Background: an optimization exercise with open tools, aiming at a short achievable clock period and few clock cycles. Do not read the settings as production practice. In this exercise RTL edits were held to simulation tests only and were not proved equivalent to the original. Power and IR drop assume default switching activity.

## col216_core
module col216_core (
    input  wire        clk,
    input  wire        rst,           
    input  wire [15:0] prog_len,      
    output wire [15:0] imem_addr,
    input  wire [31:0] imem_rdata,
    output wire [17:0] dmem_addr,     
    output wire        dmem_we,
    output wire [31:0] dmem_wdata,
    input  wire [31:0] dmem_rdata,
    output wire        wb_valid,      
    output wire [4:0]  wb_rd,
    output wire [31:0] wb_data,
    output wire        halted,
    output wire        fault,
    output wire [2:0]  fault_code,
    output wire [15:0] fault_pc
);
    localparam OP_ADD  = 6'd1;
    localparam OP_SUB  = 6'd2;
    localparam OP_MUL  = 6'd3;
    localparam OP_SLT  = 6'd4;
    localparam OP_ADDI = 6'd5;
    localparam OP_LW   = 6'd6;
    localparam OP_SW   = 6'd7;
    localparam OP_BEQ  = 6'd8;
    localparam OP_BNE  = 6'd9;
    localparam OP_J    = 6'd10;
    localparam F_INVREG  = 3'd1;
    localparam F_INVLAB  = 3'd2;
    localparam F_MEMADDR = 3'd3;
    localparam F_SYNTAX  = 3'd4;
    reg [31:0] rf [1:31];             
    reg [31:1] rf_ok;                 
    reg [15:0] n_r;                   
    reg        fault_r;
    reg [2:0]  fault_code_r;
    reg [15:0] fault_pc_r;
    reg        halted_r;              
    reg        dmem_we_r;             
    reg        wb_valid_r;            
    reg [15:0] pc;
    reg        f_ok;                  
    reg [1:0]  bht_c [0:63];          
    reg [63:0] bht_seen;              
    reg [63:0] lp_tv;                 
    reg [3:0]  lp_trip [0:63];
    reg [3:0]  lp_cnt  [0:63];
    reg [63:0] lp_cv;                 
    reg [63:0] f_hv;                  
  ...
Size in the first run: about 11000 cells after synthesis, roughly 2600 flip-flops.
clock: 11.0 ns
lec_check: 0
abc_clock_period_in_ps: 3000
cap_margin: 20
cell_pad_in_sites_global_placement: 2
core_margin: 2
core_utilization: 35
place_density: 0.5
slew_margin: 20
tns_end_percent: 100
standard.sh (not shown) runs the stock make flow with config.mk's settings and CLKGATE_MAP_FILE= SYNTH_SCRIPT=/design/flow/synth_recipe.tcl, a recipe that flattens the netlist after the stock synthesis.
==> flow/flow/run.sh <==
#!/bin/bash
set -euo pipefail
bash standard.sh SETUP_SLACK_MARGIN=7 \
  "BUFFER_PORTS_ARGS=-buffer_cell sky130_fd_sc_hd__buf_4" \
  finish > standard.log 2>&1
Testbench counts at the start, summed over its fixed seeds: cycles 103,971.
Next try:
--- a/flow/design.v
+++ b/flow/design.v
@@ -238,19 +238,19 @@
     wire [31:0] mts3_0 = mts2_0 ^ mtc2_0 ^ mts2_1;
     wire [31:0] mtc3_0 = {((mts2_0[30:0] & mtc2_0[30:0]) | (mts2_0[30:0] & mts2_1[30:0]) | (mtc2_0[30:0] & mts2_1[30:0])), 1'b0};
     wire [31:0] mts3_1 = mtc2_1 ^ mts1_3 ^ mtc1_3;
     wire [31:0] mtc3_1 = {((mtc2_1[30:0] & mts1_3[30:0]) | (mtc2_1[30:0] & mtc1_3[30:0]) | (mts1_3[30:0] & mtc1_3[30:0])), 1'b0};
     wire [31:0] mms4_0 = exmem_mv0 ^ exmem_mv1 ^ exmem_mv2;
     wire [31:0] mmc4_0 = {((exmem_mv0[30:0] & exmem_mv1[30:0]) | (exmem_mv0[30:0] & exmem_mv2[30:0]) | (exmem_mv1[30:0] & exmem_mv2[30:0])), 1'b0};
     wire [31:0] mms5_0 = mms4_0 ^ mmc4_0 ^ exmem_mv3;
     wire [31:0] mmc5_0 = {((mms4_0[30:0] & mmc4_0[30:0]) | (mms4_0[30:0] & exmem_mv3[30:0]) | (mmc4_0[30:0] & exmem_mv3[30:0])), 1'b0};
     wire [31:0] mul_final = mms5_0 + mmc5_0;
-    wire [31:0] mem_val = exmem_mul ? mul_final : exmem_mr ? dmem_rdata : exmem_res;
+    wire [31:0] mem_val = exmem_mr ? dmem_rdata : exmem_mul ? mul_final : exmem_res;
     wire [1:0]  bu_old  = bht_seen[exmem_bidx] ? bht_c[exmem_bidx] : (exmem_bne ? 2'd2 : 2'd1);
     wire [3:0]  bu_cnt  = lp_cv[exmem_bidx] ? lp_cnt[exmem_bidx] : 4'd0;
     wire [1:0]  up_ctr  = upd_taken ? ((upd_old == 2'd3) ? 2'd3 : upd_old + 2'd1)
                                     : ((upd_old == 2'd0) ? 2'd0 : upd_old - 2'd1);
     wire        up_tv   = upd_back ? (upd_taken ? (upd_tv & (upd_cnt != 4'hf)) : 1'b1) : upd_tv;
     wire [3:0]  up_cnt  = upd_back ? (upd_taken ? upd_cnt + 4'd1 : 4'd0) : upd_cnt;
     wire [3:0]  up_trip = (upd_back & ~upd_taken) ? upd_cnt : upd_trip;
     wire        up_hv   = up_tv ? (up_cnt != up_trip) : up_ctr[1];
     wire [5:0]  op    = ir[31:26];
@@ -395,28 +395,32 @@
         if (upd_v) begin
             bht_c[upd_idx]   <= up_ctr;
             lp_cnt[upd_idx]  <= up_cnt;
             lp_trip[upd_idx] <= up_trip;
             f_hv[upd_idx]    <= up_hv;
         end
         memwb_rw   <= exmem_rw;
         memwb_dest <= exmem_dest;
         memwb_val  <= mem_val;
-        wb_rd_r   <= exmem_dest & {5{exmem_rw}};
-        wb_data_r <= mem_val & {32{exmem_rw}};
+        if (exmem_rw) begin
+            wb_rd_r   <= exmem_dest;
+            wb_data_r <= mem_val;
+        end
         exmem_rw    <= idex_rw;
         exmem_mr    <= idex_lw;
         exmem_mw    <= idex_sw;
         exmem_mul   <= idex_mul;
         exmem_dest  <= idex_dest;
         exmem_res   <= ex_res;
-        exmem_sv    <= ex_b & {32{idex_sw}};
-        exmem_addr  <= ex_ea[19:2] & {18{idex_lw | idex_sw}};
+        if (idex_sw)
+            exmem_sv <= ex_b;
+        if (idex_lw | idex_sw)
+            exmem_addr <= ex_ea[19:2];
         exmem_br    <= idex_v & ex_isbr;
         exmem_back  <= idex_back;
         exmem_bne   <= idex_bne;
         exmem_taken <= ex_taken;
         exmem_bidx  <= idex_pc[5:0];
         exmem_mv0 <= mts3_0;
         exmem_mv1 <= mtc3_0;
         exmem_mv2 <= mts3_1;
         exmem_mv3 <= mtc3_1;
Core utilization is higher by 0.37 points.
Routed wire length is lower slightly.
Final cell count is higher slightly.
Combinational power is lower by about a fifth.
Sequential power barely changes.
Synthesized area hardly moves.
Worst hold slack gets worse by 0.0094 ns.
Via count is higher slightly.
Final area is higher slightly.
Testbench counts after the change, summed over its fixed seeds: cycles 103,971.

[port drivers added, routing unchanged]
How much do the figures lean on ideal ports? The routed layouts below were timed once more, with nothing changed but the port constraints.
Step 1 assumes that a clkbuf_16 drives the clock port and a buf_2 every other input.
Step 2 adds t to the input delays and takes it off the output delays; t is the mean of the earliest and latest rising clock arrival at the registers after step 1. Input paths then give back, and output paths get back, about the clock's delay inside the block.
a / b / c = no drivers / after step 1 / after step 2; a / b = the first two.
| run | shift t [ns] | slack for setup (ns) | pins driven straight from the clock port |
|---|---|---|---|
| the first run | 1.038 | 6.788 / 6.788 / 6.332 | 1 |
| the second run | 1.028 | 6.828 / 6.828 / 6.375 | 1 |
After both steps every run listed still meets setup and hold. The setup slack of the first run, which loses most, moves by 0.000 ns with the drivers and by -0.456 ns with both steps.
